Source: an optimization exercise on an open RTL-to-GDS flow (aim: small area, a short achievable clock period and few clock cycles per item). Production flows keep margins and buffers that such runs may drop.
At most, simulation tests tie the RTL to the original design; equivalence was not proved.
Power and IR drop assume default switching activity.

// csa20_alu
module csa20_alu (
    input  wire        clk,
    input  wire        rst,           
    input  wire        in_valid,
    output wire        in_ready,
    input  wire [3:0]  in_ctl,
    input  wire [19:0] in_a,
    input  wire [19:0] in_b,
    output reg         out_valid,
    output reg  [39:0] out_result,
    output reg         cc_ov,
    output reg         cc_uf,
    output reg         cc_dz
);
Size: roughly 110 flip-flops, roughly 92 I/O pins.
Settings: LEC_CHECK=0, CAP_MARGIN=20, CELL_PAD_IN_SITES_DETAIL_PLACEMENT=1, CELL_PAD_IN_SITES_GLOBAL_PLACEMENT=2, CORE_MARGIN=2, CORE_UTILIZATION=40, PLACE_DENSITY=0.5, SLEW_MARGIN=20, TNS_END_PERCENT=100; clock period 12.0 ns.
standard.sh (not shown) runs the stock make flow with config.mk's settings and CLKGATE_MAP_FILE= SYNTH_SCRIPT=/design/flow/synth_recipe.tcl, a recipe that flattens the netlist after the stock synthesis.
==> flow/flow/run.sh <==
#!/bin/bash
set -euo pipefail
export SETUP_SLACK_MARGIN=8.0
export BUFFER_PORTS_ARGS="-buffer_cell sky130_fd_sc_hd__buf_1"
bash standard.sh > standard.log 2>&1
The starting point ran to the end with no violations.
Testbench counts at the start, summed over its fixed seeds: cycles 16,474, ops 8,000.
Rerun with:
--- a/flow/flow/run.sh
+++ b/flow/flow/run.sh
@@ -3 +3 @@
-export SETUP_SLACK_MARGIN=8.0
+export SETUP_SLACK_MARGIN=7.5
Global-route usage goes down by 0.76 points. Cell count fell by 2.0%. Cell area is lower by 6.3%. Via count fell by 2.2%. Worst setup slack gets better by 0.15 ns. First-iteration DRC count went down by 0.80%. Routed wire length fell by 2.2%. Hold slack improves by 0.059 ns. Combinational power came out lower by 14%. Utilization came out lower by 3.2 points.

========
## oak
Another version of the RTL of csa20_alu (not shown whole).
Size in the first run: ~2400 cells after synthesis, ~92 I/O pins.
==> flow/config.mk <==
export PLATFORM = sky130hd
export DESIGN_NAME = csa20_alu
export DESIGN_NICKNAME = csa20_alu
export VERILOG_FILES = /design/flow/design.v
export SDC_FILE = /design/flow/constraint.sdc
export NUM_CORES = 4
export LEC_CHECK = 0
export CAP_MARGIN = 20
export CELL_PAD_IN_SITES_DETAIL_PLACEMENT = 1
export CELL_PAD_IN_SITES_GLOBAL_PLACEMENT = 2
export CORE_MARGIN = 2
export CORE_UTILIZATION = 40
export PLACE_DENSITY = 0.5
export SLEW_MARGIN = 20
export TNS_END_PERCENT = 100
==> flow/constraint.sdc <==
create_clock -name core_clock -period 12.0 [get_ports {clk}]
set_input_delay 2.4000 -clock core_clock [delete_from_list [all_inputs] [get_ports {clk}]]
set_output_delay 2.4000 -clock core_clock [all_outputs]
set_load 0.01 [all_outputs]
==> flow/flow/run.sh <==
#!/bin/bash
set -euo pipefail
export SETUP_SLACK_MARGIN=7.5
export BUFFER_PORTS_ARGS="-buffer_cell sky130_fd_sc_hd__buf_1"
bash standard.sh > standard.log 2>&1
For pine, these inputs were changed with respect to oak:
==> flow/flow/run.sh <==
#!/bin/bash
# The standard layout (standard synthesis unchanged), with timing repair
# aiming at a setup slack of SETUP_SLACK_MARGIN ns at the design's clock
# period, so that it keeps improving paths that already meet it.
set -euo pipefail
export SETUP_SLACK_MARGIN=7.5
bash standard.sh > standard.log 2>&1
### Flow results
Against oak, wire length of the first global-routing pass in pine fell slightly. Between pine and oak, the antenna diode count is lower for oak. Re total of max-cap violations: no difference whatsoever between oak and pine. For clock transition at the registers of the reported paths, oak and pine come out practically identical. pine vs oak: met1 capacity usage during global routing down. Reported for pine and oak, number of distinct library cells after synthesis turned out identical to the last digit. Sort pine and oak by cell area reported after detailed placement, ascending, and oak comes first. In pine, the global-route usage came out 0.55 points below the value in oak. Summary of the comparison: utilization is higher in pine, relative to oak. oak → pine: met3 track utilization from global routing grew by 0.33 points, buffer count excluding the clock tree in the final layout shrank by 7.7%.
No functional check of the RTL was part of any run of this note.

========
Setup of rev 12:
csa20_alu, a different RTL version from the one above (not shown whole).
For scale: about 2,800 cells after synthesis, ~110 flip-flops, roughly 92 I/O pins, roughly 20,000 um^2 of cells after synthesis.
export LEC_CHECK = 0
export CAP_MARGIN = 20
export CORE_MARGIN = 2
export CORE_UTILIZATION = 55
export SETUP_SLACK_MARGIN = 5
export SLEW_MARGIN = 20
export TNS_END_PERCENT = 100
create_clock -name core_clock -period 12.0 [get_ports {clk}]
run.sh (not shown) runs the stock make flow with config.mk's settings and CLKGATE_MAP_FILE= SYNTH_SCRIPT=/design/flow/synth_recipe.tcl, a recipe that flattens the netlist after the stock synthesis.
Stock flow here: none of the scripts above is used.
Having completed the whole flow, rev 12 delivered a layout that passed the timing, design-rule and antenna checks.
Modified inputs, rev 13 compared to rev 12
==> flow/flow/run.sh (new file) <==
#!/bin/bash
# The standard layout (standard synthesis unchanged), with timing repair
# aiming at a setup slack of SETUP_SLACK_MARGIN ns at the design's clock
# period, so that it keeps improving paths that already meet it.
set -euo pipefail
export SETUP_SLACK_MARGIN=7.5
bash standard.sh > standard.log 2>&1
==> flow/standard.sh (new file) <==
#!/bin/bash
# synth_recipe.tcl (not shown) runs the flow's synth.tcl, then flattens the netlist and writes it again
# the make line also repeats each setting of config.mk as NAME=value (left out here)
make -C /OpenROAD-flow-scripts/flow DESIGN_CONFIG=/design/flow/config.mk WORK_HOME=/design/flow/orfs CLKGATE_MAP_FILE= SYNTH_SCRIPT=/design/flow/synth_recipe.tcl "${@:-finish}"
--- a/flow/config.mk
+++ b/flow/config.mk
@@ -9,5 +9,4 @@
 export CORE_MARGIN = 2
 export CORE_UTILIZATION = 55
-export SETUP_SLACK_MARGIN = 5
 export SLEW_MARGIN = 20
 export TNS_END_PERCENT = 100
removed: flow/run.sh
--- outcome ---
- Comparing rev 13 and rev 12, the one run not ending clean was rev 13.
- Status rev 13: flow complete, layout not clean - max-capacitance violations, max-slew violations
- Rev 13 and rev 12 ended up with roughly the same footprint of the flip-flops and latches.
- oa[3] as the source of the critical timing path was reported by rev 13, and oa[5] by rev 12.
- For rev 12, the standard cell with the maximum stage delay on the critical path was sky130_fd_sc_hd__edfxtp_1, unlike rev 13, where it was sky130_fd_sc_hd__nor3_1.
- Per the comparison of rev 13 with rev 12, routed wire length +15%; sequential share of layout area -2.1 points; clock share of power -1.6 points.
- Taking rev 12 over rev 13, the number of nets in the layout ratio works out to 0.939.
No run of this note included a check of the RTL's function; only the layout flow was run.

## afterwards: timing with drivers on the ports
In the flow no input, the clock included, has a driving cell. The finished layouts below were timed again as built, in two steps. Step 1 sets driving cells, clkbuf_16 on the clock port and buf_2 on the other inputs (assumed; they add their load-dependent delay and slew). Step 2 also shifts input and output timing later by t, the mid clock arrival at the registers, as if the neighbouring blocks saw the same clock. Three values: ideal, step 1, step 2; two values: the first two.
run | t (ns) | setup WS [ns] | worst setup path at the end | cell pins on the clock port's net
the first run of note 1 | 0.534 | 7.239 / 7.239 / 7.239 | register to register | 1
the second run of note 1 | 0.512 | 7.392 / 7.392 / 7.261 | input to register | 1
oak | 0.532 | 7.172 / 7.172 / 7.172 | register to register | 1
pine | 0.538 | 7.226 / 7.226 / 7.118 | input to register | 1
rev 12 | 0.450 | 5.996 / 5.996 / 5.996 | register to register | 1
rev 13 | 0.462 | 6.805 / 6.805 / 6.805 | register to register | 1
For the second run of note 1, which loses most, drivers alone change the setup slack by 0.000 ns; drivers and shift together by -0.131 ns.
